Background: an optimization exercise with open tools, aiming at small area, a short achievable clock period and few clock cycles per item. Do not read the settings as production practice.

== alpha ==
==> module rgbe_dec_lane, before the edit <==
module rgbe_dec_lane (
    input  wire [7:0]  m,
    input  wire [7:0]  e,
    output wire [31:0] f
);
    reg [2:0] lz;
    integer i;
    always @(*) begin
        lz = 3'd0;
        for (i = 0; i < 8; i = i + 1)
            if (m[i]) lz = 3'd7 - i[2:0];
    end
    wire [8:0]  t    = {1'b0, e} - {5'd0, {1'b0, lz} + 4'd2};
    wire        sub  = t[8] || t == 9'd0;
    wire [3:0]  s    = sub ? e[3:0] - 4'd1 : {1'b0, lz} + 4'd2;
    wire [17:0] sh   = {10'd0, m} << s;
    wire        zero = e == 8'd0 || m == 8'd0;
    assign f = zero ? 32'd0 : {1'b0, sub ? 8'd0 : t[7:0], sh[8:0], 14'd0};
endmodule
==> module rgbe_enc_pre, before the edit <==
module rgbe_enc_pre (
    input  wire [31:0] x,
    output wire [7:0]  be,
    output wire [7:0]  top,
    output wire        tiny
);
    wire inf  = x[30:23] == 8'hFF;
    wire zero = x[31] || (inf && x[22:0] != 23'd0);
    assign be    = zero ? 8'd0 : {x[30:24], x[23] & !inf};
    assign top   = {1'b1, x[22:16] | {7{inf}}};
    assign tiny  = zero || (x[30:0] < 31'h0A4FB11F);
endmodule
==> module rgbe_enc_lane, before the edit <==
module rgbe_enc_lane (
    input  wire [7:0] t,
    input  wire [7:0] e,
    input  wire [7:0] bm,
    output wire [7:0] q
);
    wire [7:0] d = bm - e;
    assign q = (e == 8'd0 || d[7:3] != 5'd0) ? 8'd0 : t >> d[2:0];
endmodule
==> module rgbe_enc, before the edit <==
module rgbe_enc (
    input  wire [31:0] r,
    input  wire [31:0] g,
    input  wire [31:0] b,
    output wire [31:0] q
);
    wire [7:0] er, eg, eb, hr, hg, hb;
    wire       sr, sg, sb;
    rgbe_enc_pre u_pr (.x(r), .be(er), .top(hr), .tiny(sr));
    rgbe_enc_pre u_pg (.x(g), .be(eg), .top(hg), .tiny(sg));
    rgbe_enc_pre u_pb (.x(b), .be(eb), .top(hb), .tiny(sb));
    wire [7:0] mrg = (er >= eg) ? er : eg;
    wire [7:0] bm  = (mrg >= eb) ? mrg : eb;
    wire [7:0] qr, qg, qb;
    rgbe_enc_lane u_lr (.t(hr), .e(er), .bm(bm), .q(qr));
    rgbe_enc_lane u_lg (.t(hg), .e(eg), .bm(bm), .q(qg));
    rgbe_enc_lane u_lb (.t(hb), .e(eb), .bm(bm), .q(qb));
    assign q = (sr && sg && sb) ? 32'd0 : {bm + 8'd2, qb, qg, qr};
endmodule
export LEC_CHECK = 0
export CAP_MARGIN = 20
export CORE_MARGIN = 2
export CORE_UTILIZATION = 40
export SLEW_MARGIN = 20
create_clock -name core_clock -period 12.0 [get_ports {clk}]
run.sh (not shown) runs the stock make flow with config.mk's settings and CLKGATE_MAP_FILE= SYNTH_SCRIPT=/design/flow/synth_recipe.tcl, a recipe that flattens the netlist after the stock synthesis.
Modified inputs, beta compared to alpha
==> flow/design.v, changed modules only <==
module rgbe_dec_lane (
    input  wire [7:0]  m,
    input  wire [7:0]  e,
    output reg  [31:0] f
);
    reg [2:0]  k;           
    reg [7:0]  ex;          
    reg [6:0]  fr;          
    integer i;
    always @(*) begin
        k = 3'd0;
        for (i = 0; i < 8; i = i + 1)
            if (m[i]) k = i[2:0];
        ex = e + {5'd0, k} - 8'd9;
        fr = m[6:0] << (3'd7 - k);
        if (e == 8'd0 || m == 8'd0)
            f = 32'd0;
        else if ({1'b0, e} + {6'd0, k} >= 9'd10)     
            f = {1'b0, ex, fr, 16'd0};
        else                                         
            f = {24'd0, m} << (e[3:0] + 5'd13);
    end
endmodule
module rgbe_enc_pre (
    input  wire [31:0] x,
    output wire [7:0]  be,
    output wire [7:0]  top,
    output wire        tiny
);
    wire inf  = x[30:23] == 8'hFF;
    wire zero = x[31] || (inf && x[22:0] != 23'd0);
    assign be    = zero ? 8'd0 : (inf ? 8'hFE : x[30:23]);
    assign top   = inf ? 8'hFF : {1'b1, x[22:16]};
    assign tiny = zero || (x[30:0] < 31'h0A4FB11F);
endmodule
module rgbe_enc (
    input  wire [31:0] r,
    input  wire [31:0] g,
    input  wire [31:0] b,
    output wire [31:0] q
);
    wire [7:0] er, eg, eb, hr, hg, hb;
    wire       sr, sg, sb;
    rgbe_enc_pre u_pr (.x(r), .be(er), .top(hr), .tiny(sr));
    rgbe_enc_pre u_pg (.x(g), .be(eg), .top(hg), .tiny(sg));
    rgbe_enc_pre u_pb (.x(b), .be(eb), .top(hb), .tiny(sb));
    wire       rg = er >= eg;
    wire       rb = er >= eb;
    wire       gb = eg >= eb;
    wire [7:0] bm = (rg && rb) ? er : ((!rg && gb) ? eg : eb);
    function [7:0] lane(input [7:0] t, input [7:0] e, input [7:0] m);
        reg [7:0] d;
        begin
            d = m - e;
            if (e == 8'd0 || d[7:3] != 5'd0) lane = 8'd0;
            else                             lane = t >> d[2:0];
        end
    endfunction
    assign q = (sr && sg && sb) ? 32'd0
             : {bm + 8'd2, lane(hb, eb, bm), lane(hg, eg, bm), lane(hr, er, bm)};
endmodule
// module rgbe_enc_lane removed
==> notes.md <==
Comparing beta and alpha, final estimated routing congestion in global placement is lower on alpha.
Measured against beta, the final routed wire length divided by cell count of alpha comes out at 0.870 times the reference value.
Changes observed in beta relative to alpha: cell area went up; proportion of synthesized area in mux cells went down by 2.1 points; worst setup timing slack at the placement stage went up.
alpha has lower number of core rows than beta.
Highest metal layer with signal wires = met5: beta; highest metal layer with signal wires = met4: alpha
Diff alpha -> beta: area of the die went up by about 30%; clock-pin slew on the worst setup and hold paths was more or less identical.
No functional check of the RTL was part of any run of this note.

-- port drivers added, routing unchanged --
Ports are ideal in the flow. The routed layouts listed here were re-timed in OpenROAD.
Step 1 assumes that a clkbuf_16 drives the clock port and a buf_2 every other input.
Step 2 moves the port delays by t, midway between the first and last clock arrival at a register: inputs arrive t later, outputs are due t later. That takes back most of the time a late clock gives input paths.
Slacks: no drivers / after step 1 / after step 2; pairs: no drivers / after step 1.
run | shift t [ns] | setup WS [ns] | slew at the worst register clock pin (ns) | worst data-port slew with drivers (ns)
alpha | 0.312 | 1.463 / 1.477 / 1.165 | 0.05 / 0.05 | 0.04
beta | 0.319 | 2.708 / 2.722 / 2.403 | 0.06 / 0.06 | 0.05
After both steps setup and hold are still met in every run listed. For beta, which loses most, drivers alone change the setup slack by +0.014 ns; drivers and shift together by -0.305 ns.
